This design comes from an exercise in tuning for small area on the open sky130 flow, not from production work. The RTL was checked by simulation tests, not by an equivalence proof against the original design.

**design/flow/config.mk**
```make
export PLATFORM = sky130hd
export DESIGN_NAME = tfg_pwmgen
export DESIGN_NICKNAME = tfg_pwmgen
export VERILOG_FILES = /design/flow/design.v
export SDC_FILE = /design/flow/constraint.sdc
export NUM_CORES = 8
export LEC_CHECK = 0
export ABC_AREA = 1
export CAP_MARGIN = 20
export CORE_MARGIN = 2
export CORE_UTILIZATION = 50
export SLEW_MARGIN = 20
```
**design/flow/constraint.sdc**
```tcl
create_clock -name core_clock -period 200.0 [get_ports {CLK}]
set_input_delay 40.0000 -clock core_clock [delete_from_list [all_inputs] [get_ports {CLK}]]
set_output_delay 40.0000 -clock core_clock [all_outputs]
set_load 0.01 [all_outputs]
```
**design/flow/design.v**
```verilog
module tfg_add #(parameter integer W = 8) (
    input  wire [W-1:0] a,
    input  wire [W-1:0] b,
    input  wire         ci,
    output wire [W-1:0] s,
    output wire         co
);
    wire [W:0] c;
    assign c[0] = ci;
    genvar i;
    generate
        for (i = 0; i < W; i = i + 1) begin : bit_
            assign s[i]   = a[i] ^ b[i] ^ c[i];
            assign c[i+1] = (a[i] & b[i]) | (c[i] & (a[i] ^ b[i]));
        end
    endgenerate
    assign co = c[W];
endmodule
module tfg_inc #(parameter integer W = 8) (
    input  wire [W-1:0] a,
    input  wire         ci,
    output wire [W-1:0] s
);
    wire [W:0] c;
    assign c[0] = ci;
    genvar i;
    generate
        for (i = 0; i < W; i = i + 1) begin : bit_
            assign s[i]   = a[i] ^ c[i];
            assign c[i+1] = a[i] & c[i];
        end
    endgenerate
endmodule
module tfg_ge #(parameter integer W = 8) (
    input  wire [W-1:0] a,
    input  wire [W-1:0] b,
    output wire         ge
);
    wire [W:0] c;
    assign c[0] = 1'b1;
    genvar i;
    generate
        for (i = 0; i < W; i = i + 1) begin : bit_
            assign c[i+1] = (a[i] & ~b[i]) | (c[i] & (a[i] | ~b[i]));
        end
    endgenerate
    assign ge = c[W];
endmodule
module tfg_d25 (input wire [4:0] r, input wire b, output wire q, output wire [4:0] ro);
    assign q = r[4] | (r[3] & r[2] & (r[1] | r[0] | b));
    wire c1 = b & q;
    wire c2 = (r[0] & q) | (c1 & (r[0] ^ q));
    wire c3 = (r[1] & q) | (c2 & (r[1] ^ q));
    wire c4 = r[2] & c3;
    assign ro = {r[3] ^ c4, r[2] ^ c3, r[1] ^ q ^ c2, r[0] ^ q ^ c1, b ^ q};
endmodule
module tfg_mul7 #(parameter integer W = 18) (input wire [W-1:0] x, input wire [6:0] a, output wire [W+6:0] p);
    wire [W+6:0] acc [0:6];
    assign acc[0] = {7'd0, x & {W{a[0]}}};
    genvar k;
    generate for (k = 1; k < 7; k = k + 1) begin : row
        wire [W-1:0] s; wire co;
        tfg_add #(W) add (.a(acc[k-1][k+W-1:k]), .b(x & {W{a[k]}}), .ci(1'b0), .s(s), .co(co));
        if (k < 6) begin : mid
            assign acc[k] = {{(6-k){1'b0}}, co, s, acc[k-1][k-1:0]};
        end else begin : last
            assign acc[k] = {co, s, acc[k-1][k-1:0]};
        end
    end endgenerate
    assign p = acc[6];
endmodule
module tfg_div25 #(parameter integer N = 23) (input wire [N-1:0] x, output wire [N-6:0] q, output wire [4:0] rem);
    wire [4:0] r [0:N-5];
    assign r[N-5] = x[N-1:N-5];
    genvar k;
    generate for (k = N-6; k >= 0; k = k - 1) begin : st
        tfg_d25 d (.r(r[k+1]), .b(x[k]), .q(q[k]), .ro(r[k]));
    end endgenerate
    assign rem = r[0];
endmodule
module tfg_pwmgen (
    input  wire        CLK,
    input  wire        RST,
    input  wire [11:0] BUS_ADDR,
    input  wire [1:0]  BUS_SIZE,
    input  wire        BUS_WE,
    input  wire        BUS_RE,
    input  wire [31:0] BUS_WDATA,
    output reg  [31:0] BUS_RDATA,
    output reg         BUS_ERR,
    input  wire        ENC_A,
    input  wire        ENC_B,
    input  wire        BTN,
    input  wire        SERIAL_FRAME,
    input  wire        TIMEBASE,
    output wire [7:0]  PWM_OUT,
    output wire [7:0]  PWM_OE
);
    reg        tick_run;
    reg [1:0]  tick_div;
    reg        cmd_err;
    reg [1:0]  q_hb, q_tb;      
    reg [3:0]  q_hr, q_tr;      
    reg [2:0]  qb0 [0:10];
    reg [2:0]  qb1 [0:10];
    reg [2:0]  qb2 [0:10];
    reg [2:0]  rot_state;
    reg [1:0]  rot_last;
    reg        btn_last;
    reg        btn_pressed;
    reg [31:0] btn_t0;
    reg [31:0] time_cnt;
    wire [31:0] time_n;
    tfg_inc #(32) u_time (.a(time_cnt), .ci(TIMEBASE), .s(time_n));
    wire [1:0] rot_p    = {ENC_A, ENC_B};
    wire       rot_edge = (rot_p != rot_last);
    reg  [2:0] rot_next;
    reg        rot_cw, rot_ccw;
    always @* begin
        rot_next = 3'd0;
        rot_cw   = 1'b0;
        rot_ccw  = 1'b0;
        case (rot_state)
            3'd0: case (rot_p)
                      2'd1: rot_next = 3'd4;
                      2'd2: rot_next = 3'd2;
                      default: rot_next = 3'd0;
                  endcase
            3'd1: case (rot_p)
                      2'd0: begin rot_next = 3'd0; rot_cw = 1'b1; end
                      2'd1: rot_next = 3'd1;
                      2'd2: rot_next = 3'd0;
                      2'd3: rot_next = 3'd3;
                  endcase
            3'd2: case (rot_p)
                      2'd2: rot_next = 3'd2;
                      2'd3: rot_next = 3'd3;
                      default: rot_next = 3'd0;
                  endcase
            3'd3: case (rot_p)
                      2'd0: rot_next = 3'd0;
                      2'd1: rot_next = 3'd1;
                      2'd2: rot_next = 3'd2;
                      2'd3: rot_next = 3'd3;
                  endcase
            3'd4: case (rot_p)
                      2'd1: rot_next = 3'd4;
                      2'd3: rot_next = 3'd6;
                      default: rot_next = 3'd0;
                  endcase
            3'd5: case (rot_p)
                      2'd0: begin rot_next = 3'd0; rot_ccw = 1'b1; end
                      2'd1: rot_next = 3'd0;
                      2'd2: rot_next = 3'd5;
                      2'd3: rot_next = 3'd6;
                  endcase
            3'd6: case (rot_p)
                      2'd0: rot_next = 3'd0;
                      2'd1: rot_next = 3'd4;
                      2'd2: rot_next = 3'd5;
                      2'd3: rot_next = 3'd6;
                  endcase
            default: rot_next = 3'd0;
        endcase
    end
    wire       rot_push = rot_edge & (rot_cw | rot_ccw);
    wire [2:0] rot_code = rot_cw ? 3'd2 : 3'd1;
    wire        btn_edge = (BTN != btn_last);
    wire [31:0] btn_elapsed;
    wire        btn_nc;
    tfg_add #(32) u_btn (.a(time_n), .b(~btn_t0), .ci(1'b1), .s(btn_elapsed), .co(btn_nc));
    wire        el_hi     = |btn_elapsed[31:6];
    wire        el_ge5    = el_hi | (btn_elapsed[5:0] >= 6'd5);
    wire        el_ge40   = el_hi | (btn_elapsed[5:0] >= 6'd40);
    wire        btn_accept = btn_edge & BTN & el_ge5;
    wire        btn_push   = btn_edge & ~BTN & btn_pressed;
    wire [2:0]  btn_code   = el_ge40 ? 3'd4 : 3'd3;
    wire [6:0] q_dr   = {3'd0, q_hr} - {3'd0, q_tr};
    wire [6:0] q_d    = {q_dr[5:0], 1'b0} + q_dr + {5'd0, q_hb} - {5'd0, q_tb};
    wire [6:0] q_dm   = q_d + 7'd33;
    wire [4:0] qcnt   = q_d[6] ? q_dm[4:0] : q_d[4:0];     
    wire [1:0] nreq   = {1'b0, rot_push} + {1'b0, btn_push} + {1'b0, SERIAL_FRAME};
    wire       sp1    = (qcnt != 5'd31);
    wire       sp2    = (qcnt < 5'd30);
    wire       sp3    = (qcnt < 5'd29);
    wire       acc0   = (nreq != 2'd0) & sp1;
    wire       acc1   = nreq[1] & sp2;
    wire       acc2   = (nreq == 2'd3) & sp3;
    wire [1:0] npush  = {1'b0, acc0} + {1'b0, acc1} + {1'b0, acc2};
    wire [4:0] qcnt_n = qcnt + {3'd0, npush};
    wire [2:0] code0  = rot_push ? rot_code : (btn_push ? btn_code : 3'd5);
    wire [2:0] code1  = (rot_push & btn_push) ? btn_code : 3'd5;
    wire [2:0] hsum   = {1'b0, q_hb} + {1'b0, npush};
    wire       hcy    = (hsum >= 3'd3);
    wire [1:0] q_hb_n = hcy ? hsum[1:0] - 2'd3 : hsum[1:0];
    wire [3:0] q_hr1  = (q_hr == 4'd10) ? 4'd0 : q_hr + 4'd1;
    wire [3:0] q_tr1  = (q_tr == 4'd10) ? 4'd0 : q_tr + 4'd1;
    wire [1:0] bs  [0:2];
    wire [3:0] brow [0:2];
    wire       bwe [0:2];
    wire [2:0] bdat [0:2];
    genvar bq;
    generate
        for (bq = 0; bq < 3; bq = bq + 1) begin : qbank
            wire [2:0] dd = {1'b0, bq[1:0]} + 3'd3 - {1'b0, q_hb};
            assign bs[bq]   = (dd >= 3'd3) ? dd[1:0] - 2'd3 : dd[1:0];
            assign brow[bq] = (bq < q_hb) ? q_hr1 : q_hr;
            assign bwe[bq]  = (bs[bq] == 2'd0) ? acc0 : (bs[bq] == 2'd1) ? acc1 : acc2;
            assign bdat[bq] = (bs[bq] == 2'd0) ? (code0 ^ 3'd5) :
                              (bs[bq] == 2'd1) ? (code1 ^ 3'd5) : 3'd0;
        end
    endgenerate
    reg [2:0] q_tail_code;
    always @* begin
        case (q_tb)
            2'd0:    q_tail_code = qb0[q_tr];
            2'd1:    q_tail_code = qb1[q_tr];
            default: q_tail_code = qb2[q_tr];
        endcase
    end
    wire acc       = BUS_WE | BUS_RE;
    wire acc_legal = (BUS_SIZE == 2'd2) & (BUS_ADDR[1:0] == 2'b00);
    wire wr        = BUS_WE & acc_legal;
    wire rd        = ~BUS_WE & BUS_RE & acc_legal;
    wire cmd_wr    = wr & (BUS_ADDR[11:2] == 10'd0);
    wire [3:0] op  = BUS_WDATA[31:28];
    wire [2:0] cch = BUS_WDATA[27:25];
    wire do_setcfg = cmd_wr & (op == 4'h1);
    wire do_setph  = cmd_wr & (op == 4'h2);
    wire do_setmod = cmd_wr & (op == 4'h3);
    wire do_sync   = cmd_wr & (op == 4'h4);
    wire do_tstop  = cmd_wr & (op == 4'h5);
    wire do_tstart = cmd_wr & (op == 4'h6);
    wire do_clrerr = cmd_wr & (op == 4'h7);
    wire do_rsvd   = cmd_wr & op[3];
    wire q_empty_n = (qcnt_n == 5'd0);
    wire pop       = rd & (BUS_ADDR == 12'h008) & ~q_empty_n;
    wire tick = tick_run & (tick_div == 2'd3);
    reg [1:0]  ch_mode  [0:7];
    reg [11:0] ch_freq  [0:7];
    reg [6:0]  ch_duty  [0:7];
    reg [7:0]  ch_phase [0:7];
    reg [17:0] ch_total [0:7];
    reg [17:0] ch_on    [0:7];
    reg [17:0] ch_off   [0:7];
    reg [17:0] ch_count [0:7];
    reg [7:0]  ch_out;
    reg [7:0]  ch_oe;
    assign PWM_OUT = ch_out;
    assign PWM_OE  = ch_oe;
    wire [17:0] cnt_t [0:7];
    wire [7:0]  out_t;
    genvar g;
    generate
        for (g = 0; g < 8; g = g + 1) begin : chn
            wire pwm = (ch_mode[g] == 2'd1);
            wire ge;
            tfg_ge #(18) u_ge (.a(ch_count[g]), .b(ch_total[g]), .ge(ge));
            wire eq  = ~|(ch_count[g] ^ ch_on[g]);
            wire onz = |ch_on[g];
            wire [17:0] inc;
            wire tmv = tick & pwm;
            tfg_inc #(18) u_inc (.a(ch_count[g]), .ci(tmv), .s(inc));
            assign cnt_t[g] = (tmv & ge) ? 18'd1 : inc;
            assign out_t[g] = ~tick ? ch_out[g] :
                              (ch_mode[g] == 2'd0) ? 1'b0 :
                              ~pwm ? 1'b1 :
                              ge ? (onz | ch_out[g]) :
                              eq ? 1'b0 : ch_out[g];
        end
    endgenerate
    wire [2:0]  sel     = BUS_WE ? cch : BUS_ADDR[7:5];
    wire [7:0]  sel_oh  = 8'd1 << sel;
    reg  [17:0] total_s, cnt_s, on_s;
    reg  [7:0]  phase_s;
    reg  [11:0] freq_s;
    reg  [6:0]  duty_s;
    reg  [1:0]  mode_s;
    reg         oe_s, out_s;
    integer     m;
    always @* begin
        total_s = 18'd0; cnt_s = 18'd0; on_s = 18'd0; phase_s = 8'd0;
        freq_s = 12'd0; duty_s = 7'd0; mode_s = 2'd0; oe_s = 1'b0; out_s = 1'b0;
        for (m = 0; m < 8; m = m + 1) begin
            total_s = total_s | (ch_total[m] & {18{sel_oh[m]}});
            cnt_s   = cnt_s   | (cnt_t[m]    & {18{sel_oh[m]}});
            on_s    = on_s    | (ch_on[m]    & {18{sel_oh[m]}});
            phase_s = phase_s | (ch_phase[m] & {8{sel_oh[m]}});
            freq_s  = freq_s  | (ch_freq[m]  & {12{sel_oh[m]}});
            duty_s  = duty_s  | (ch_duty[m]  & {7{sel_oh[m]}});
            mode_s  = mode_s  | (ch_mode[m]  & {2{sel_oh[m]}});
            oe_s    = oe_s    | (ch_oe[m]    & sel_oh[m]);
            out_s   = out_s   | (out_t[m]    & sel_oh[m]);
        end
    end
    wire [15:0] f_in  = BUS_WDATA[23:8];
    wire [7:0]  d_in  = BUS_WDATA[7:0];
    wire [11:0] cfg_f = (f_in > 16'd4000) ? 12'd4000 : f_in[11:0];
    wire [6:0]  cfg_d = (d_in > 8'd100) ? 7'd100 : d_in[6:0];
    wire signed [7:0] p_in = BUS_WDATA[7:0];
    wire [7:0]  ph_p = (p_in > 8'sd99) ? 8'd99 :
                       (p_in < -8'sd99) ? 8'd157 : p_in;
    wire [6:0]  p_abs  = ph_p[7] ? (7'd0 - ph_p[6:0]) : ph_p[6:0];
    wire [6:0]  po_abs = phase_s[7] ? (7'd0 - phase_s[6:0]) : phase_s[6:0];
    wire [17:0] dv_num = do_setcfg ? 18'd200000 : cnt_s;
    wire [17:0] dv_den = do_setcfg ? {6'd0, cfg_f | {11'd0, (cfg_f == 12'd0)}} : total_s;
    wire [17:0] dv_r [0:18];
    wire [17:0] dv_q;
    assign dv_r[18] = dv_num;
    genvar j;
    generate
        for (j = 17; j >= 0; j = j - 1) begin : drow
            localparam integer W = 18 - j;
            wire [17:0] rin = dv_r[j+1];
            wire [W-1:0] x = rin[17:j];
            wire ok;
            wire [W-1:0] dif;
            wire co;
            tfg_add #(W) sub (.a(x), .b(~dv_den[W-1:0]), .ci(1'b1), .s(dif), .co(co));
            if (W == 18) begin : full
                assign ok = co;
            end else begin : part
                assign ok = co & ~|dv_den[17:W];
            end
            assign dv_q[j] = ok;
            if (j > 0) begin : lo
                assign dv_r[j] = {ok ? dif : x, rin[j-1:0]};
            end else begin : lo0
                assign dv_r[j] = ok ? dif : x;
            end
        end
    endgenerate
    wire [17:0] dv_rem = dv_r[0];
    wire [17:0] t_x = do_setcfg ? dv_q : total_s;
    wire [10:0] t1;
    wire [4:0]  t0r;
    tfg_div25 #(16) u_split (.x(t_x[17:2]), .q(t1), .rem(t0r));
    wire [6:0]  t0 = {t0r, t_x[1:0]};
    wire [6:0]  a1 = do_setcfg ? cfg_d : p_abs;
    wire [6:0]  a2 = po_abs;
    wire [17:0] h1, h2;
    wire [13:0] l1, l2;
    tfg_mul7 #(11) u_h1 (.x(t1), .a(a1), .p(h1));
    tfg_mul7 #(11) u_h2 (.x(t1), .a(a2), .p(h2));
    tfg_mul7 #(7)  u_l1 (.x(t0), .a(a1), .p(l1));
    tfg_mul7 #(7)  u_l2 (.x(t0), .a(a2), .p(l2));
    wire [6:0]  c1, c2;
    wire [4:0]  c1r, c2r;
    tfg_div25 #(12) u_c1 (.x(l1[13:2]), .q(c1), .rem(c1r));
    tfg_div25 #(12) u_c2 (.x(l2[13:2]), .q(c2), .rem(c2r));
    wire [17:0] u1, u2;
    wire        u1c, u2c;
    tfg_add #(18) u_u1 (.a(h1), .b({11'd0, c1}), .ci(1'b0), .s(u1), .co(u1c));
    tfg_add #(18) u_u2 (.a(h2), .b({11'd0, c2}), .ci(1'b0), .s(u2), .co(u2c));
    wire [17:0] ox      = do_setcfg ? u2 : u1;
    wire        n_new   = (do_setcfg ? phase_s[7] : ph_p[7]) & (|ox);
    wire [17:0] off_d;
    wire        off_c;
    tfg_add #(18) u_off (.a(t_x), .b(~ox), .ci(1'b1), .s(off_d), .co(off_c));
    wire [17:0] off_new = n_new ? off_d : ox;
    wire        n_old   = phase_s[7] & (|u2);
    wire [19:0] e;                                    
    wire        e_c;
    tfg_add #(20) u_e (.a({2'b0, off_new}), .b({2'b0, u2} ^ {20{~n_old}}), .ci(~n_old),
                       .s(e), .co(e_c));
    wire [19:0] y;
    wire        y_c;
    tfg_add #(20) u_y (.a({2'b0, dv_rem}), .b(e), .ci(1'b0), .s(y), .co(y_c));
    wire        y_neg = y[19];
    wire        y_ge1, y_ge2;
    tfg_ge #(19) u_g1 (.a(y[18:0]), .b({1'b0, total_s}), .ge(y_ge1));
    tfg_ge #(19) u_g2 (.a(y[18:0]), .b({total_s, 1'b0}), .ge(y_ge2));
    wire        j_m1 = y_neg;
    wire        j_p2 = ~y_neg & y_ge2;
    wire        j_p1 = ~y_neg & y_ge1 & ~y_ge2;
    wire [19:0] yo = j_m1 ? {2'b0, total_s} :
                     j_p1 ? ~{2'b0, total_s} :
                     j_p2 ? ~{1'b0, total_s, 1'b0} : 20'd0;
    wire [19:0] yr;
    wire        yr_c;
    tfg_add #(20) u_yr (.a(y), .b(yo), .ci(j_p1 | j_p2), .s(yr), .co(yr_c));
    wire [2:0]  lhs   = {1'b0, dv_q[1:0]} + {2'b0, j_p1} + {1'b0, j_p2, 1'b0};
    wire [2:0]  rhs   = 3'd1 + {2'b0, n_new} + {2'b0, j_m1};
    wire        kj1   = ~|dv_q[11:2] & (lhs == rhs);
    wire [17:0] ph_cnt = (kj1 & ~|yr[17:0]) ? total_s : yr[17:0];
    reg [31:0] rdata;
    always @* begin
        rdata = 32'd0;
        if (BUS_ADDR[11:8] == 4'h1) begin
            case (BUS_ADDR[4:2])
                3'd0: rdata = {30'd0, mode_s};
                3'd1: rdata = {20'd0, freq_s};
                3'd2: rdata = {25'd0, duty_s};
                3'd3: rdata = {{24{phase_s[7]}}, phase_s};
                3'd4: rdata = {14'd0, total_s};
                3'd5: rdata = {14'd0, on_s};
                3'd6: rdata = {14'd0, cnt_s};
                3'd7: rdata = {30'd0, oe_s, out_s};
            endcase
        end else if (BUS_ADDR[11:8] == 4'h0) begin
            case (BUS_ADDR[7:0])
                8'h04: rdata = {23'd0, qcnt_n, cmd_err,
                                (qcnt_n == 5'd31), q_empty_n, tick_run};
                8'h08: rdata = q_empty_n ? 32'd0 :
                               {1'b1, 28'd0, (qcnt == 5'd0) ? code0 : (q_tail_code ^ 3'd5)};
                8'h0C: rdata = time_n;
                8'h10: rdata = {22'd0, btn_pressed, btn_last, 2'd0, rot_last,
                                1'b0, rot_state};
                8'h14: rdata = btn_t0;
                default: rdata = 32'd0;
            endcase
        end
    end
    wire        nrst      = ~RST;
    wire [11:0] bus_freq  = cfg_f & {12{nrst}};
    wire [6:0]  bus_duty  = cfg_d & {7{nrst}};
    wire [17:0] bus_total = RST ? 18'd200000 : dv_q;
    wire [17:0] bus_on    = u1 & {18{nrst}};
    wire [17:0] bus_off   = off_new & {18{nrst}};
    wire [7:0]  bus_phase = ph_p & {8{nrst}};
    wire [1:0]  bus_mode  = ((BUS_WDATA[1:0] == 2'd3) ? 2'd2 : BUS_WDATA[1:0]) & {2{nrst}};
    wire [17:0] bus_cnt   = ph_cnt & {18{nrst}};
    wire        c_cfg     = do_setcfg & nrst;
    wire        c_ph      = do_setph & nrst;
    wire        c_mod     = do_setmod & nrst;
    wire        c_sync    = do_sync & nrst;
    integer i;
    always @(posedge CLK) begin
        for (i = 0; i < 11; i = i + 1) begin
            if (bwe[0] & (brow[0] == i))
                qb0[i] <= bdat[0];
            if (bwe[1] & (brow[1] == i))
                qb1[i] <= bdat[1];
            if (bwe[2] & (brow[2] == i))
                qb2[i] <= bdat[2];
        end
        BUS_ERR   <= nrst & acc & ~acc_legal;
        BUS_RDATA <= (nrst & rd) ? rdata : 32'd0;
        for (i = 0; i < 8; i = i + 1) begin
            if (RST | (c_cfg & (cch == i))) begin
                ch_freq[i]  <= bus_freq;
                ch_duty[i]  <= bus_duty;
                ch_total[i] <= bus_total;
                ch_on[i]    <= bus_on;
                ch_oe[i]    <= nrst;
            end
            if (RST | ((c_cfg | c_ph) & (cch == i)))
                ch_off[i] <= bus_off;
            if (RST | (c_ph & (cch == i)))
                ch_phase[i] <= bus_phase;
            if (RST | (c_mod & (cch == i)))
                ch_mode[i] <= bus_mode;
            if (c_sync)
                ch_count[i] <= ch_off[i];
            else if (RST | (c_ph & (cch == i)))
                ch_count[i] <= bus_cnt;
            else
                ch_count[i] <= cnt_t[i];
            ch_out[i] <= nrst & out_t[i];
        end
        if (RST) begin
            tick_run    <= 1'b1;
            tick_div    <= 2'd0;
            cmd_err     <= 1'b0;
            q_hb        <= 2'd0;
            q_hr        <= 4'd0;
            q_tb        <= 2'd0;
            q_tr        <= 4'd0;
            rot_state   <= 3'd0;
            rot_last    <= 2'd0;
            btn_last    <= 1'b0;
            btn_pressed <= 1'b0;
            btn_t0      <= 32'd0;
            time_cnt    <= 32'd0;
        end else begin
            time_cnt <= time_n;
            if (rot_edge) begin
                rot_last  <= rot_p;
                rot_state <= rot_next;
            end
            if (btn_edge)
                btn_last <= BTN;
            if (btn_accept) begin
                btn_t0      <= time_n;
                btn_pressed <= 1'b1;
            end
            if (btn_push)
                btn_pressed <= 1'b0;
            q_hb <= q_hb_n;
            if (hcy)
                q_hr <= q_hr1;
            if (pop) begin
                q_tb <= (q_tb == 2'd2) ? 2'd0 : q_tb + 2'd1;
                if (q_tb == 2'd2)
                    q_tr <= q_tr1;
            end
            if (do_sync)
                tick_div <= 2'd0;
            else if (tick_run)
                tick_div <= tick_div + 2'd1;
            if (do_tstop)
                tick_run <= 1'b0;
            if (do_tstart | do_sync)
                tick_run <= 1'b1;
            if (do_clrerr)
                cmd_err <= 1'b0;
            if (do_rsvd)
                cmd_err <= 1'b1;
        end
    end
endmodule
```
**design/flow/flow/run.sh**
```bash
#!/bin/bash
# Own layout flow: the standard ORFS flow (standard.sh), unchanged but for
#   - clock tree synthesis, which uses clkbuf_8 buffers, clusters of up to 12
#     sinks within 60 um, and no dummy loads,
#   - the port buffers, which are buf_1 cells (every port still gets one).
set -euo pipefail
W="$(pwd)"
bash "$W/standard.sh" \
  "CTS_ARGS=-sink_clustering_enable -repair_clock_nets -dont_use_dummy_load -buf_list sky130_fd_sc_hd__clkbuf_8 -sink_clustering_size 12 -sink_clustering_max_diameter 60" \
  "BUFFER_PORTS_ARGS=-buffer_cell sky130_fd_sc_hd__buf_1" \
  finish > "$W/orfs_make.log" 2>&1
```
**design/flow/standard.sh**
```bash
#!/bin/bash
# synth_recipe.tcl (not shown) runs the flow's synth.tcl, then flattens the netlist and writes it again
# the make line also repeats each setting of config.mk as NAME=value (left out here)
make -C /OpenROAD-flow-scripts/flow DESIGN_CONFIG=/design/flow/config.mk WORK_HOME=/design/flow/orfs CLKGATE_MAP_FILE= SYNTH_SCRIPT=/design/flow/synth_recipe.tcl "${@:-finish}"
```
==> impl_metrics.tcl, run 1 <==
set metrics [dict create \
    clock_latency_ns 0.92 \
    synth.top_cell.area_share 0.330 \
    root_buffer "clkbuf_8" \
    rsz0062_at_grt "false" \
    numCtsBuffers 109 \
    die-area_um2 143000 \
    worstSetupPathType "input port to register" \
    cts_tree "built" \
    min_path_type "register to register" \
    grt-ovfl-total 0 \
    finalSetupViolCount 0 \
    grt_pass1_wl_um 414000 \
    ioPinCount 104 \
    synth_cell_type_count 76 \
    wl_per_cell_um 30.9 \
    cpLargestDelayFamily "adder cells" \
    synthAdderAreaFrac 0.201 \
    worst_pin_slew_ns 1.32 \
    synthMuxAreaShare 0.00200 \
    cts_sinks 1043 \
    path_buf_inv 69 \
    fmax_ghz 0.00602 \
    antenna_found_initial 22 \
    status "no timing/DRC/antenna violations" \
    ctsHtreeMaxLevel 3 \
    drtIter0Drc 8237 \
    crit_path_end_kind "register" \
    core-area_um2 139000 \
    start_util 0.504 \
    yosys-top-cells-area "edfxtp_1 33%, fa_1 14%, dfxtp_1 7.8%" \
    syn_area_per_cell_um2 9.20 \
    synthesis.nets 8509 \
    crit_path_max_fanout 34 \
    synth_area_um2 70200 \
    ys_seq_elements 1043 \
    post-route-period-util 0.830 \
    maxCapViolations 0 \
    synth_top_family_by_area "adder cells" \
    ys_seq_area_frac 0.407 \
    synth-xor-area-share 0.0183 \
    antenna_left 0 \
    path_clk_slew_ns 0.09 \
    die_w_um 379 \
    post_cts_resized 0 \
    crit_arrival_ns 166.73 \
    remaining_drc_errors 0 \
    slowest_stage "inv_1" \
    final.min_clock_period_ns 165.99 \
    hpwl_um 225000 \
    ys.flop_type "edfxtp_1" \
    hold_viol_final 0 \
    syn_inst 7629 \
    skew_ns 0.170 \
    layout.nets 8603 \
    maxSlewViolCount 0 \
    die_h_um 379 \
    cp-start-kind "input port" \
    critical_path.max_stage_delay_ns 0.64 \
    slew-limit-headroom 0.111 \
    synth_edf_count 771 \
    worst_path_most_repeated_cell "fa_1" \
    firstDrtPassIters 9 \
    rows 137 \
    drive_gt1_frac 0.0631 \
    num_vias 59900 \
    critPathRequiredTime_ns 200.74 \
    yosysWarningCount 27 \
    area_growth_pct 6.64 \
    cts_hold_buf 0 \
    clockBufferDepth 3 \
    n_fill_cell 12900 \
    io_buffer_count 102 \
    viasPerCell 6.23 \
    synth-compound-area-share 0.100 \
    yosysTopAreaCell "edfxtp_1" \
    setup_tns_ns 0 \
    grt_use_total 0.413 \
    first_global_vias 56900 \
    synth-simple-area-share 0.193 \
    grt_max_degree 203 \
    cts_setup_buffers 0 \
    async_flop_share 0 \
    routed_wl_um 297000 \
    gp_congestion 1.13 \
]
worst register-to-register path: cells and delay by family (launching register included):
family	cells	cell delay, ns
AOI/OAI and AO/OA	26	5.34
xor gates and xnor gates	2	0.22
muxes	1	0.30
adders and majority gates	259	96.87
and+or+nand+nor	65	14.64
DFF	1	0.54
buffers and inverters	63	11.23
flip-flops by register name, summed over array words and instances (netlist names), 3 cells and up:
signal     cells
ch_out         8
rot_state      3
ch_mode       16
ch_count     144
qb1           33
ch_oe          8
qb2           33
ch_total     144
q_tr           4
ch_phase      64
ch_off       144
ch_freq       96
ch_on        144
q_hr           4
btn_t0        32
time_cnt      32
BUS_RDATA     32
ch_duty       56
qb0           33
synth_stat cells, drive strengths merged (10+ instances only):
cell / number
a211oi: 15
a21oi: 296
a221oi: 74
a22o: 34
a22oi: 64
a311oi: 11
a31oi: 29
a41oi: 11
and2: 20
buf: 84
clkbuf: 189
clkinv: 19
dfxtp: 272
edfxtp: 771
fa: 504
ha: 321
inv: 1153
mux2i: 14
nand2: 1329
nand3: 508
nand4: 216
nor2: 741
nor3: 74
nor4: 57
o2111ai: 20
o211ai: 11
o21ai: 289
o221ai: 22
o22ai: 136
o311ai: 27
o31ai: 10
o41ai: 15
or2: 88
xnor2: 77
xor2: 70
metal layers:
layer,part of all wire,wire length (µm),track usage
met1,0.38,112000,0.539
met2,0.42,123000,0.599
met3,0.13,39100,0.129
met4,0.075,22200,0.252
met5,0.00050,148,0
layout by cell type, fill, tap and decap left out, types with 69 or more instances in the layout:
cell type,instances
a21oi_1,294
clkbuf_8,109
nand3_1,487
o22ai_1,136
inv_1,1124
fa_1,504
a221oi_1,69
nand4_1,216
buf_1,101
ha_1,321
dfxtp_1,272
nor2_1,716
buf_4,149
xor2_1,70
nand2_1,1312
or2_2,83
o21ai_0,240
xnor2_1,77
edfxtp_1,771
cells by family after synthesis:
group | Yosys count
buffers and inverters | 1445
muxes | 14
xor gates and xnor gates | 147
DFF | 1043
AOI/OAI and AO/OA | 1105
adders and majority gates | 825
and+or+nand+nor | 3050
final timing paths:
check	start	to	slack [ns]	cells past startpoint
worst max register to register	tick_run	ch_count[0][6]	70.77	416
worst min-delay path	ch_off[2][7]	ch_count[2][7]	0.44	2
worst max-delay path	BUS_WE	ch_count[0][6]	34.01	405
worst min register to register	ch_off[2][7]	ch_count[2][7]	0.44	2
stage by stage:
step                instance area, µm²  instances  setup slack (ns)  hold WS (ns)   util
floorplan                        70200       7629             48.81         0.439      -
global placement                 73300       9485             35.09         0.465  0.526
detailed placement               73300       9486             33.92         0.472  0.526
CTS                              74800       9595             34.76         0.444  0.537
global route                     74900       9606             28.70         0.473  0.537
finish                           74900       9613             34.01         0.443  0.537
layout make-up:
class                           count  area (µm²)  share of cell area
Multi-Input combinational cell   5141       36400               0.486
Tap cell                         1876        2350              0.0313
Sequential cell                  1043       28600               0.382
Timing Repair Buffer              256        1590              0.0213
Clock buffer                      109        1500              0.0200
Antenna cell                       16        40.0            0.000535
Inverter                         1172        4410              0.0589
==> run 2: changes to the inputs <==
==> design/flow/flow/run.sh (replaced) <==
#!/bin/bash
# Own layout flow: the standard ORFS flow (standard.sh) with two changes that
# only affect how the layout is built:
#   - ABC maps with ORFS's own area script minus its buffering and upsizing
#     steps (flow/abc_area.script); OpenROAD's repair buffers the layout later,
#   - clock tree synthesis uses clkbuf_8 buffers, clusters of up to 12 sinks
#     within 60 um, and no dummy loads.
# Synthesis is otherwise the standard flow's own (synth_recipe.tcl), so the registers are the same.
set -euo pipefail
W="$(pwd)"
S="$W/scripts_area"
rm -rf "$S"
cp -r "$FLOW_HOME/scripts" "$S"
cp "$W/flow/abc_area.script" "$S/abc_area.script"
bash "$W/standard.sh" \
  "SCRIPTS_DIR=$S" \
  "CTS_ARGS=-sink_clustering_enable -repair_clock_nets -dont_use_dummy_load -buf_list sky130_fd_sc_hd__clkbuf_8 -sink_clustering_size 12 -sink_clustering_max_diameter 60" \
  finish > "$W/orfs_make.log" 2>&1
==> design/flow/flow/abc_area.script (new file) <==
strash
dch
map -B 0.9
topo
stime -c
dnsize -c
--- a/design/flow/config.mk
+++ b/design/flow/config.mk
@@ -8,5 +8,5 @@
 export ABC_AREA = 1
-export CAP_MARGIN = 20
+export CAP_MARGIN = 40
 export CORE_MARGIN = 2
 export CORE_UTILIZATION = 50
-export SLEW_MARGIN = 20
+export SLEW_MARGIN = 30
==> run 2 against run 1 <==
  * First-iteration DRC count increased by 5.8%
  * Clock-buffer cell count is 3 higher
  * Worst hold slack got worse by 0.038 ns
  * Fmax down 1.6%
  * Wire length grew 1.8%
  * Register-to-register slack got worse by 1.2 ns
  * Clock skew shrank 0.0075 ns
  * Utilization grew 1.7 points
==> impl_metrics.tcl, run 2 <==
set metrics [dict create \
    hp-start "ch_off[2][10]" \
    layout.nets 8675 \
    critical_path.max_stage_delay_ns 0.79 \
    rsz0062_at_grt "false" \
    hold_slack_ns 0.405 \
    clock_latency_ns 0.91 \
    antenna_left 0 \
    start_util 0.501 \
    r2r_cells 415 \
    worst_pin_slew_ns 1.02 \
    ys_seq_area_frac 0.416 \
    synth_area_um2 68700 \
    io_buffer_count 102 \
    post_cts_resized 0 \
    r2r_slack_ns 69.60 \
    wl_per_cell_um 31.5 \
    firstDrtPassIters 7 \
    yosysWarningCount 27 \
    maxSlewViolCount 0 \
    grt_max_degree 124 \
    slowest_stage "clkinv_1" \
    synthesis.nets 8236 \
    die_w_um 375 \
    yosysMostFrequentCell "nand2_1" \
    remaining_drc_errors 0 \
    syn_area_per_cell_um2 9.34 \
    cts_setup_buffers 0 \
    area_growth_pct 10.5 \
    core-area_um2 137000 \
    synth_cell_type_count 49 \
    routed_wl_um 302000 \
    cts_hold_buf 0 \
    synth_edf_count 771 \
    final.min_clock_period_ns 168.69 \
    crit_path_max_fanout 27 \
    fmax_ghz 0.00593 \
    reg2reg_from "tick_div[0]" \
    yosysTopAreaCell "edfxtp_1" \
    cts_tree "built" \
    synth.top_cell.area_share 0.337 \
    status "no timing/DRC/antenna violations" \
    viasPerCell 6.29 \
    slew-limit-headroom 0.312 \
    drive_gt1_frac 0.0630 \
    grt-ovfl-total 0 \
    setup_tns_ns 0 \
    hold_viol_final 0 \
    hpwl_um 233000 \
    skew_ns 0.163 \
    crit_path_end_kind "register" \
    worstSetupPathType "input port to register" \
    crit_arrival_ns 169.47 \
    min_to "ch_count[2][10]" \
    whs_path_depth 2 \
    post-route-period-util 0.843 \
    path_clk_slew_ns 0.09 \
    grt_use_total 0.427 \
    drtIter0Drc 8711 \
    critPathRequiredTime_ns 200.78 \
    die_h_um 375 \
    numCtsBuffers 112 \
    worst_path_most_repeated_cell "fa_1" \
    ys.flop_type "edfxtp_1" \
    antenna_found_initial 26 \
    cts_sinks 1043 \
    ioPinCount 104 \
    fin_area_um2 75900 \
    async_flop_share 0 \
    rows 136 \
    gp_congestion 1.10 \
    finalSetupViolCount 0 \
    first_global_vias 56600 \
    placed_area_um2 74100 \
    min_path_type "register to register" \
    root_buffer "clkbuf_8" \
    worstReg2RegEnd "ch_count[1][5]" \
    grt_pass1_wl_um 420000 \
    num_vias 60400 \
    final_util 0.554 \
    yosys-top-cells-area "edfxtp_1 34%, fa_1 15%, dfxtp_1 7.9%" \
    final_cell_mix "1329 x nand2_1, 1163 x clkinv_1, 771 x edfxtp_1" \
    synthTopCellsByCount "1329 x nand2_1, 1172 x clkinv_1, 771 x edfxtp_1, 741 x nor2_1, 508 x nand3_1" \
    ys_seq_elements 1043 \
    die-area_um2 140000 \
    ctsHtreeMaxLevel 3 \
    syn_inst 7356 \
    cp-start-kind "input port" \
    clockBufferDepth 3 \
    maxCapViolations 0 \
    layout_commonest_cell "nand2_1" \
]
[run 2: per-stage QoR]
step                setup slack (ns)  cells
floorplan                      39.49   7356
global placement               32.20   9413
detailed placement             31.22   9455
CTS                            31.96   9567
global route                   24.84   9591
finish                         31.31   9601
[run 2: cells by family (layout without fill, tap and decap cells)]
| group | after synthesis | after routing | share of synthesized area |
|---|---|---|---|
| AO/OA/AOI/OAI | 1105 | 1105 | 0.101 |
| flip-flops | 1043 | 1043 | 0.416 |
| multiplexers | 14 | 14 | 0.00204 |
| buffers and inverters | 1172 | 1609 | 0.0640 |
| AND/OR/NAND/NOR | 3050 | 3050 | 0.192 |
| XOR/XNOR | 147 | 147 | 0.0187 |
| other | 0 | 14 | 0 |
| adder cells (fa/ha/maj) | 825 | 825 | 0.205 |
[run 2: worst max-delay path, delay by kind of cell]
kind            cells  cell delay (ns)
xor+xnor            1             0.15
mux                 1             0.27
compound gates     30             6.78
buf+inv            67            14.87
simple gates       66            15.76
fa+ha+maj         241            91.38
[run 2: per-layer routing]
| layer | vias to the layer above | wire (µm) | global-route usage |
|---|---|---|---|
| met5 | - | 261 | 0.00823 |
| met4 | 16 | 17500 | 0.210 |
| met3 | 721 | 42100 | 0.152 |
| met2 | 3819 | 126000 | 0.614 |
| met1 | 29700 | 116000 | 0.571 |
| li1 | 26100 | - | - |
[run 2: cell type report]
class	instances	area, µm²
timing repair buffer	325	3010
sequential	1043	28600
clock buffer	112	1540
antenna	14	35.0
tap	1794	2240
fill	12500	61100
inverter	1172	4410
multi-input combinational	5141	36000
[run 2: how the worst max path moves through the flow]
stage          slack [ns]              end         start  depth (start not counted)
2_1_floorplan       39.49   ch_count[0][0]  BUS_ADDR[11]                        382
3_3_place_gp        32.20   ch_count[4][5]        BUS_WE                        403
3_5_place_dp        31.22   ch_count[1][5]        BUS_WE                        406
4_1_cts             31.96   ch_count[1][5]        BUS_WE                        406
5_1_grt             24.84  ch_count[3][10]        BUS_WE                        410
6_report            31.31   ch_count[1][5]        BUS_WE                        406
==> run 3: changes to the inputs <==
--- a/design/flow/flow/run.sh
+++ b/design/flow/flow/run.sh
@@ -3,4 +3,4 @@
 # only affect how the layout is built:
-#   - ABC maps with ORFS's own area script minus its buffering and upsizing
-#     steps (flow/abc_area.script); OpenROAD's repair buffers the layout later,
+#   - an area-oriented ABC mapping script (flow/abc_area.script) in place of
+#     ORFS's, with no full-adder extraction before it (ABC maps the adders),
 #   - clock tree synthesis uses clkbuf_8 buffers, clusters of up to 12 sinks
@@ -16,2 +16,3 @@
   "SCRIPTS_DIR=$S" \
+  "ADDER_MAP_FILE=" \
   "CTS_ARGS=-sink_clustering_enable -repair_clock_nets -dont_use_dummy_load -buf_list sky130_fd_sc_hd__clkbuf_8 -sink_clustering_size 12 -sink_clustering_max_diameter 60" \
==> design/flow/flow/abc_area.script (replaced) <==
strash
dc2
dch -f
amap
strash
dc2
dch -f
amap
topo
dnsize
stime -c
==> run 3 against run 2 <==
  * Still clean on timing, DRC and antenna
  * Clock-buffer cell count fell by 9
  * Die area fell by 7.1%
  * Register-to-register slack improved by 43 ns
  * Synthesized cell count rose by 5.2%
  * Setup slack improved by 43 ns
  * Via count rose by 10%
  * Largest cell class unchanged
==> impl_metrics.tcl, run 3 <==
set metrics [dict create \
    status "no timing/DRC/antenna violations" \
    drive_gt1_frac 0.0533 \
    cts_tree "built" \
    viasPerCell 6.76 \
    crit_path_max_fanout 28 \
    final.min_clock_period_ns 125.99 \
    synthMuxAreaShare 0 \
    hpwl_um 226000 \
    ys.flop_type "edfxtp_1" \
    layout_commonest_cell "nor2_1" \
    post_cts_resized 0 \
    r2r_slack_ns 112.75 \
    async_flop_share 0 \
    drtIter0Drc 9506 \
    worst_pin_slew_ns 1.06 \
    die_w_um 361 \
    synth-xor-area-share 0.000825 \
    die-area_um2 130000 \
    critPathRequiredTime_ns 200.67 \
    syn_area_per_cell_um2 8.24 \
    cpLargestDelayFamily "simple AND/OR/NAND/NOR gates" \
    cts_hold_buf 0 \
    fmax_ghz 0.00794 \
    synth-compound-area-share 0.319 \
    routed_wl_um 299000 \
    cp.depth 595 \
    yosys-top-cells-area "edfxtp_1 36%, dfxtp_1 8.5%, nor2_1 8.2%" \
    clockBufferDepth 3 \
    rsz0062_at_grt "false" \
    path_buf_inv 46 \
    grt_max_degree 103 \
    whs_path_depth 1 \
    worstReg2RegEnd "ch_count[2][7]" \
    critical_path.max_stage_delay_ns 0.82 \
    grt_use_total 0.445 \
    final_cell_mix "1385 x nor2_1, 1211 x nand2_1, 771 x edfxtp_1" \
    start_util 0.506 \
    first_global_vias 59400 \
    synth_cell_type_count 58 \
    area_growth_pct 11.1 \
    remaining_drc_errors 0 \
    min_path_type "register to register" \
    finalSetupViolCount 0 \
    clock_latency_ns 0.86 \
    ys_seq_elements 1043 \
    yosysWarningCount 27 \
    crit_path_end "ch_count[2][7]" \
    grt_pass1_wl_um 416000 \
    placedCellCount 9734 \
    layout.nets 8254 \
    num_vias 66600 \
    min_to "ch_count[3][10]" \
    cp-start-kind "input port" \
    synthesis.nets 7793 \
    hp-start "ch_off[3][10]" \
    numCtsBuffers 103 \
    maxCapViolations 0 \
    ioPinCount 104 \
    root_buffer "clkbuf_8" \
    skew_ns 0.0898 \
    crit_start "BUS_WE" \
    synth_area_um2 63700 \
    syn_inst 7738 \
    core-area_um2 126000 \
    synth_top_family_by_area "compound AO/OA/AOI/OAI gates" \
    ctsHtreeMaxLevel 3 \
    hold_viol_final 0 \
    io_buffer_count 102 \
    setup_tns_ns 0 \
    synth-simple-area-share 0.194 \
    firstDrtPassIters 10 \
    hold_slack_ns 0.432 \
    synth_edf_count 771 \
    slew-limit-headroom 0.289 \
    maxSlewViolCount 0 \
    rows 130 \
    die_h_um 361 \
    yosysMostFrequentCell "nor2_1" \
    worst_path_most_repeated_cell "nand2_1" \
    ys_seq_area_frac 0.449 \
    crit_path_end_kind "register" \
    worstSetupPathType "input port to register" \
    cts_sinks 1043 \
    r2r_cells 596 \
    slowest_stage "o21ai_0" \
    antenna_left 0 \
    crit_arrival_ns 126.66 \
    post-route-period-util 0.630 \
    path_clk_slew_ns 0.09 \
    cts_setup_buffers 0 \
    synthAdderAreaFrac 0 \
    antenna_found_initial 25 \
    synth.top_cell.area_share 0.363 \
    gp_congestion 1.11 \
    final_cells 9859 \
    yosysTopAreaCell "edfxtp_1" \
    grt-ovfl-total 0 \
    synthTopCellsByCount "1398 x nor2_1, 1211 x nand2_1, 771 x edfxtp_1, 678 x o21ai_0, 638 x clkinv_1" \
    wl_per_cell_um 30.3 \
    reg2reg_from "tick_div[0]" \
]
-- run 3: kinds of logic (layout without fill, tap and decap cells) --
logic type	after synthesis	after routing
simple gates	3038	3038
xor+xnor	6	6
other cells	0	12
compound gates	3013	3013
flops	1043	1043
buf+inv	638	1097
-- run 3: area by class of cell --
class                           instances  area, µm²
Tap cell                             1650       2060
Antenna cell                           12       30.0
Fill cell                           11600      55200
Clock buffer                          103       1420
Multi-Input combinational cell       6057      33200
Sequential cell                      1043      28600
Inverter                              638       2400
Timing Repair Buffer                  356       3120
-- run 3: per-stage QoR --
stage / instance area (µm²) / utilization / setup slack (ns)
4_1_cts: 70700 / 0.561 / 76.32
6_report: 70800 / 0.562 / 74.01
5_1_grt: 70800 / 0.562 / 62.77
3_5_place_dp: 69300 / 0.550 / 75.84
2_1_floorplan: 63700 / - / 78.48
3_3_place_gp: 68700 / 0.545 / 76.38
-- run 3: per-layer routing --
metal  wire length (µm)  part of all wire  GRT usage
met5                129           0.00043          0
met1             105000              0.35      0.525
met4              28200             0.094      0.347
met2             127000              0.42      0.676
met3              38700              0.13      0.138
==> run 4: changes to the inputs <==
--- a/design/flow/flow/run.sh
+++ b/design/flow/flow/run.sh
@@ -1,3 +1,3 @@
 #!/bin/bash
-# Own layout flow: the standard ORFS flow (standard.sh) with two changes that
+# Own layout flow: the standard ORFS flow (standard.sh) with changes that
 # only affect how the layout is built:
@@ -6,3 +6,4 @@
 #   - clock tree synthesis uses clkbuf_8 buffers, clusters of up to 12 sinks
-#     within 60 um, and no dummy loads.
+#     within 60 um, and no dummy loads,
+#   - the port buffers are buf_1 cells (every port still gets one).
 # Synthesis is otherwise the standard flow's own (synth_recipe.tcl), so the registers are the same.
@@ -18,2 +19,3 @@
   "CTS_ARGS=-sink_clustering_enable -repair_clock_nets -dont_use_dummy_load -buf_list sky130_fd_sc_hd__clkbuf_8 -sink_clustering_size 12 -sink_clustering_max_diameter 60" \
+  "BUFFER_PORTS_ARGS=-buffer_cell sky130_fd_sc_hd__buf_1" \
   finish > "$W/orfs_make.log" 2>&1
--- a/design/flow/config.mk
+++ b/design/flow/config.mk
@@ -8,5 +8,5 @@
 export ABC_AREA = 1
-export CAP_MARGIN = 40
+export CAP_MARGIN = 30
 export CORE_MARGIN = 2
 export CORE_UTILIZATION = 50
-export SLEW_MARGIN = 30
+export SLEW_MARGIN = 25
==> run 4 against run 3 <==
  * First-iteration DRC count grew 1.6%
  * Critical path depth increased by 4
  * Synthesized cell count stayed put
  * Synthesized area unchanged
  * Wire length grew 0.19%
  * Die area unchanged
  * Highest routed layer unchanged
==> impl_metrics.tcl, run 4 <==
set metrics [dict create \
    placedCellCount 9702 \
    fmax_ghz 0.00797 \
    start_util 0.506 \
    first_global_vias 60100 \
    remaining_drc_errors 0 \
    cts_sinks 1043 \
    ioPinCount 104 \
    ys_seq_elements 1043 \
    whs_path_depth 1 \
    post_cts_resized 0 \
    synthTopCellsByCount "1398 x nor2_1, 1211 x nand2_1, 771 x edfxtp_1, 678 x o21ai_0, 638 x clkinv_1" \
    maxSlewViolCount 0 \
    crit_path_end "ch_count[2][7]" \
    layout.nets 8220 \
    root_buffer "clkbuf_8" \
    area_growth_pct 9.62 \
    cp-start-kind "input port" \
    worstSetupPathType "input port to register" \
    critical_path.max_stage_delay_ns 0.80 \
    hpwl_um 224000 \
    async_flop_share 0 \
    crit_start "BUS_WE" \
    final_cells 9836 \
    rsz0062_at_grt "false" \
    setup_tns_ns 0 \
    wl_per_cell_um 30.5 \
    firstDrtPassIters 14 \
    numCtsBuffers 102 \
    gp_congestion 1.12 \
    core-area_um2 126000 \
    clock_latency_ns 0.87 \
    synth_area_um2 63700 \
    die-area_um2 130000 \
    grt_use_total 0.447 \
    path_clk_slew_ns 0.09 \
    post-route-period-util 0.628 \
    die_h_um 361 \
    routed_wl_um 300000 \
    crit_arrival_ns 126.24 \
    clockBufferDepth 3 \
    slowest_stage "o32ai_1" \
    die_w_um 361 \
    final.min_clock_period_ns 125.50 \
    synthesis.nets 7793 \
    cts_tree "built" \
    syn_inst 7738 \
    slew-limit-headroom 0.169 \
    final_cell_mix "1384 x nor2_1, 1211 x nand2_1, 771 x edfxtp_1" \
    path_buf_inv 48 \
    layout_commonest_cell "nor2_1" \
    crit_path_end_kind "register" \
    synth.top_cell.area_share 0.363 \
    cp.depth 599 \
    cpLargestDelayFamily "simple AND/OR/NAND/NOR gates" \
    cts_setup_buffers 0 \
    drive_gt1_frac 0.0496 \
    hp-start "ch_off[0][17]" \
    ys_seq_area_frac 0.449 \
    maxCapViolations 0 \
    min_to "ch_count[0][17]" \
    rows 130 \
    cts_hold_buf 0 \
    worstReg2RegEnd "ch_count[2][7]" \
    grt_max_degree 102 \
    skew_ns 0.110 \
    grt-ovfl-total 0 \
    io_buffer_count 102 \
    hold_viol_final 0 \
    ys.flop_type "edfxtp_1" \
    antenna_left 0 \
    synth_edf_count 771 \
    grt_pass1_wl_um 417000 \
    synth_cell_type_count 58 \
    num_vias 67000 \
    critPathRequiredTime_ns 200.73 \
    r2r_slack_ns 113.01 \
    worst_pin_slew_ns 1.24 \
    worst_path_most_repeated_cell "nand2_1" \
    yosysMostFrequentCell "nor2_1" \
    drtIter0Drc 9655 \
    crit_path_max_fanout 28 \
    status "no timing/DRC/antenna violations" \
    antenna_found_initial 21 \
    viasPerCell 6.81 \
    yosysTopAreaCell "edfxtp_1" \
    yosys-top-cells-area "edfxtp_1 36%, dfxtp_1 8.5%, nor2_1 8.2%" \
    min_path_type "register to register" \
    yosysWarningCount 27 \
    r2r_cells 597 \
    ctsHtreeMaxLevel 3 \
    syn_area_per_cell_um2 8.24 \
    reg2reg_from "tick_run" \
    finalSetupViolCount 0 \
]
[run 4: cell counts after synthesis]
No cell type changed its count.
[run 4: metrics by stage]
| step | area (µm²) | utilization | setup WS [ns] | hold slack, ns |
|---|---|---|---|---|
| floorplan | 63700 | - | 78.48 | 0.434 |
| global placement | 68000 | 0.539 | 76.74 | 0.435 |
| detailed placement | 68300 | 0.542 | 75.26 | 0.439 |
| CTS | 69700 | 0.553 | 75.80 | 0.376 |
| global route | 69800 | 0.554 | 62.64 | 0.385 |
| finish | 69900 | 0.554 | 74.50 | 0.361 |
[run 4: how the worst max path moves through the flow]
stage,end,slack (ns)
2_1_floorplan,ch_count[1][10],78.48
3_3_place_gp,ch_count[2][7],76.74
[run 4: cell type report]
cell class | count | area [µm²]
fillers | 11700 | 56200
multi-input cells | 6057 | 33200
flip-flops and latches | 1043 | 28600
inverters | 638 | 2400
repair buffers | 323 | 2180
well taps | 1650 | 2060
clock buffers | 102 | 1400
diodes | 23 | 57.6
[run 4: kinds of logic after synthesis]
kind of cell | Yosys count | synth area share
and+or+nand+nor | 3038 | 0.194
DFF | 1043 | 0.449
AOI/OAI and AO/OA | 3013 | 0.319
buffers and inverters | 638 | 0.0376
xor gates and xnor gates | 6 | 0.000825
[run 4: routing by layer]
layer	track usage	part of all wire	routed length (µm)	vias up
met5	0	0.0010	303	-
met4	0.362	0.10	29900	18
met3	0.152	0.13	38700	1249
met2	0.676	0.42	127000	4536
met1	0.514	0.35	104000	31000
li1	-	-	-	30200
==> run 5: changes to the inputs <==
--- a/design/flow/design.v
+++ b/design/flow/design.v
@@ -273,3 +273,3 @@
     wire [7:0]  sel_oh  = 8'd1 << sel;
-    reg  [17:0] total_s, cnt_s, on_s;
+    reg  [17:0] total_s, cnt_r, on_s;
     reg  [7:0]  phase_s;
@@ -281,3 +281,3 @@
     always @* begin
-        total_s = 18'd0; cnt_s = 18'd0; on_s = 18'd0; phase_s = 8'd0;
+        total_s = 18'd0; cnt_r = 18'd0; on_s = 18'd0; phase_s = 8'd0;
         freq_s = 12'd0; duty_s = 7'd0; mode_s = 2'd0; oe_s = 1'b0; out_s = 1'b0;
@@ -285,3 +285,3 @@
             total_s = total_s | (ch_total[m] & {18{sel_oh[m]}});
-            cnt_s   = cnt_s   | (cnt_t[m]    & {18{sel_oh[m]}});
+            cnt_r   = cnt_r   | (ch_count[m] & {18{sel_oh[m]}});
             on_s    = on_s    | (ch_on[m]    & {18{sel_oh[m]}});
@@ -295,2 +295,8 @@
     end
+    wire        ge_s;
+    tfg_ge #(18) u_ge_s (.a(cnt_r), .b(total_s), .ge(ge_s));
+    wire        tmv_s = tick & (mode_s == 2'd1);
+    wire [17:0] inc_s;
+    tfg_inc #(18) u_inc_s (.a(cnt_r), .ci(tmv_s), .s(inc_s));
+    wire [17:0] cnt_s = (tmv_s & ge_s) ? 18'd1 : inc_s;
     wire [15:0] f_in  = BUS_WDATA[23:8];
==> run 5 against run 4 <==
  * Cell count increased by 1.9%
  * Via count grew 0.30%
  * Die area rose by 0.63%
  * Register-to-register slack gained 0.62 ns
  * First-iteration DRC count grew 4.6%
  * Synthesized area up 0.64%
  * Critical endpoint is now ch_count[2][3]
  * Largest cell class unchanged
==> impl_metrics.tcl, run 5 <==
set metrics [dict create \
    cp.depth 587 \
    cts_tree "built" \
    area_growth_pct 9.89 \
    async_flop_share 0 \
    crit_path_end "ch_count[2][3]" \
    critical_path.max_stage_delay_ns 0.80 \
    hp-start "ch_off[7][3]" \
    grt_pass1_wl_um 415000 \
    yosysTopAreaCell "edfxtp_1" \
    firstDrtPassIters 11 \
    r2r_slack_ns 113.63 \
    critPathRequiredTime_ns 200.68 \
    cpLargestDelayFamily "simple AND/OR/NAND/NOR gates" \
    rsz0062_at_grt "false" \
    crit_path_end_kind "register" \
    worstSetupPathType "input port to register" \
    worst_pin_slew_ns 1.19 \
    num_vias 67200 \
    fmax_ghz 0.00779 \
    hold_slack_ns 0.377 \
    gp_congestion 1.05 \
    setup_slack_ns 71.69 \
    synth_edf_count 771 \
    reg2reg_from "ch_count[0][1]" \
    routed_wl_um 295000 \
    worstReg2RegEnd "ch_count[2][3]" \
    die_h_um 362 \
    worst_path_most_repeated_cell "nand2_1" \
    regArea_um2 28600 \
    setup_tns_ns 0 \
    die_w_um 362 \
    synth.top_cell.area_share 0.361 \
    antenna_left 0 \
    n_fill_cell 11900 \
    synthesis.nets 7961 \
    cts_setup_buffers 0 \
    drive_gt1_frac 0.0506 \
    final_cells 10000 \
    crit_path_max_fanout 25 \
    crit_arrival_ns 128.99 \
    crit_start "BUS_WE" \
    syn_area_per_cell_um2 8.11 \
    clockBufferDepth 3 \
    multiInputGateArea_um2 33100 \
    remaining_drc_errors 0 \
    pre_cts_slack_ns 73.09 \
    grt-ovfl-total 0 \
    yosysMostFrequentCell "nor2_1" \
    hpwl_um 219000 \
    r2r_cells 585 \
    io_buffer_count 102 \
    syn_inst 7906 \
    viasPerCell 6.70 \
    grt_use_total 0.438 \
    die-area_um2 131000 \
    skew_ns 0.153 \
    maxCapViolations 0 \
    cp-start-kind "input port" \
    first_global_vias 60300 \
    rows 131 \
    core-area_um2 127000 \
    layout.nets 8404 \
    synth_cell_type_count 59 \
    yosysWarningCount 27 \
    slew-limit-headroom 0.202 \
    post_cts_resized 0 \
    grt_max_degree 76 \
    ioPinCount 104 \
    hold_viol_final 0 \
    ys_seq_area_frac 0.446 \
    drtIter0Drc 10100 \
    numCtsBuffers 108 \
    finalSetupViolCount 0 \
    status "no timing/DRC/antenna violations" \
    final_cell_mix "1603 x nor2_1, 1103 x nand2_1, 783 x clkinv_1" \
    start_util 0.504 \
    path_buf_inv 44 \
    ys.flop_type "edfxtp_1" \
    min_path_type "register to register" \
    clock_latency_ns 0.91 \
    wl_per_cell_um 29.5 \
    whs_path_depth 1 \
    final.min_clock_period_ns 128.31 \
    min_to "ch_count[7][3]" \
    antenna_found_initial 28 \
    ctsHtreeMaxLevel 3 \
    placedCellCount 9888 \
    cts_sinks 1043 \
    yosys-top-cells-area "edfxtp_1 36%, nor2_1 9.5%, dfxtp_1 8.5%" \
    ys_seq_elements 1043 \
    post-route-period-util 0.642 \
    path_clk_slew_ns 0.08 \
    maxSlewViolCount 0 \
    layout_commonest_cell "nor2_1" \
    slowest_stage "o21ai_1" \
    cts_hold_buf 0 \
    synthTopCellsByCount "1626 x nor2_1, 1105 x nand2_1, 787 x clkinv_1, 771 x edfxtp_1, 655 x o21ai_0" \
    synth_area_um2 64100 \
    root_buffer "clkbuf_8" \
]
==> run 5: layout make-up <==
cell class,instances,share of cell area
well taps,1662,0.0295
multi-input cells,6076,0.469
clock buffers,108,0.0211
diodes,12,0.000426
inverters,787,0.0419
repair buffers,333,0.0320
flip-flops and latches,1043,0.406
==> run 5: kinds of logic after synthesis <==
group / count (synthesis) / synth area share
AOI/OAI and AO/OA: 2935 / 0.310
xor gates and xnor gates: 4 / 0.000546
buffers and inverters: 787 / 0.0461
DFF: 1043 / 0.446
and+or+nand+nor: 3137 / 0.197
==> run 5: worst max path at each step <==
stage	to	slack, ns	cells after the start
3_3_place_gp	ch_count[7][1]	75.15	587
2_1_floorplan	ch_count[1][12]	81.60	561
==> run 5: per-stage QoR <==
| stage | utilization | area (µm²) |
|---|---|---|
| final | 0.553 | 70500 |
| after floorplan | - | 64100 |
| after global routing | 0.553 | 70500 |
| after global placement | 0.538 | 68500 |
| after CTS | 0.552 | 70300 |
| after detailed placement | 0.540 | 68800 |
==> run 5: per-layer routing <==
layer	vias to the layer above	routed length [µm]	track usage
met5	-	204	0
met1	31300	109000	0.548
met2	4264	122000	0.647
met4	24	25700	0.310
met3	1078	37800	0.129
li1	30500	-	-

==> afterwards: timing with drivers on the ports <==
No port has a modelled driver above. Below, the same layouts with a new extraction and two added sets of constraints.
Step 1, drivers: a clkbuf_16 drives CLK and a buf_2 each remaining input, both assumed.
Step 2 moves the port delays by t, midway between the first and last clock arrival at a register: inputs arrive t later, outputs are due t later. That takes back most of the time a late clock gives input paths.
Slacks: no drivers / after step 1 / after step 2; pairs: no drivers / after step 1.
| run | t (ns) | setup WS [ns] | worst setup path at the end | pins driven straight from the clock port |
|---|---|---|---|---|
| run 1 | 0.927 | 34.010 / 34.043 / 33.117 | input to register | 1 |
| run 2 | 0.906 | 31.309 / 31.354 / 30.448 | input to register | 1 |
| run 3 | 0.873 | 74.012 / 74.032 / 73.159 | input to register | 1 |
| run 4 | 0.878 | 74.496 / 74.532 / 73.654 | input to register | 1 |
| run 5 | 0.904 | 71.690 / 71.734 / 70.829 | input to register | 1 |
After both steps setup and hold are still met in every run listed. For run 1, which loses most, drivers alone change the setup slack by +0.033 ns; drivers and shift together by -0.893 ns.
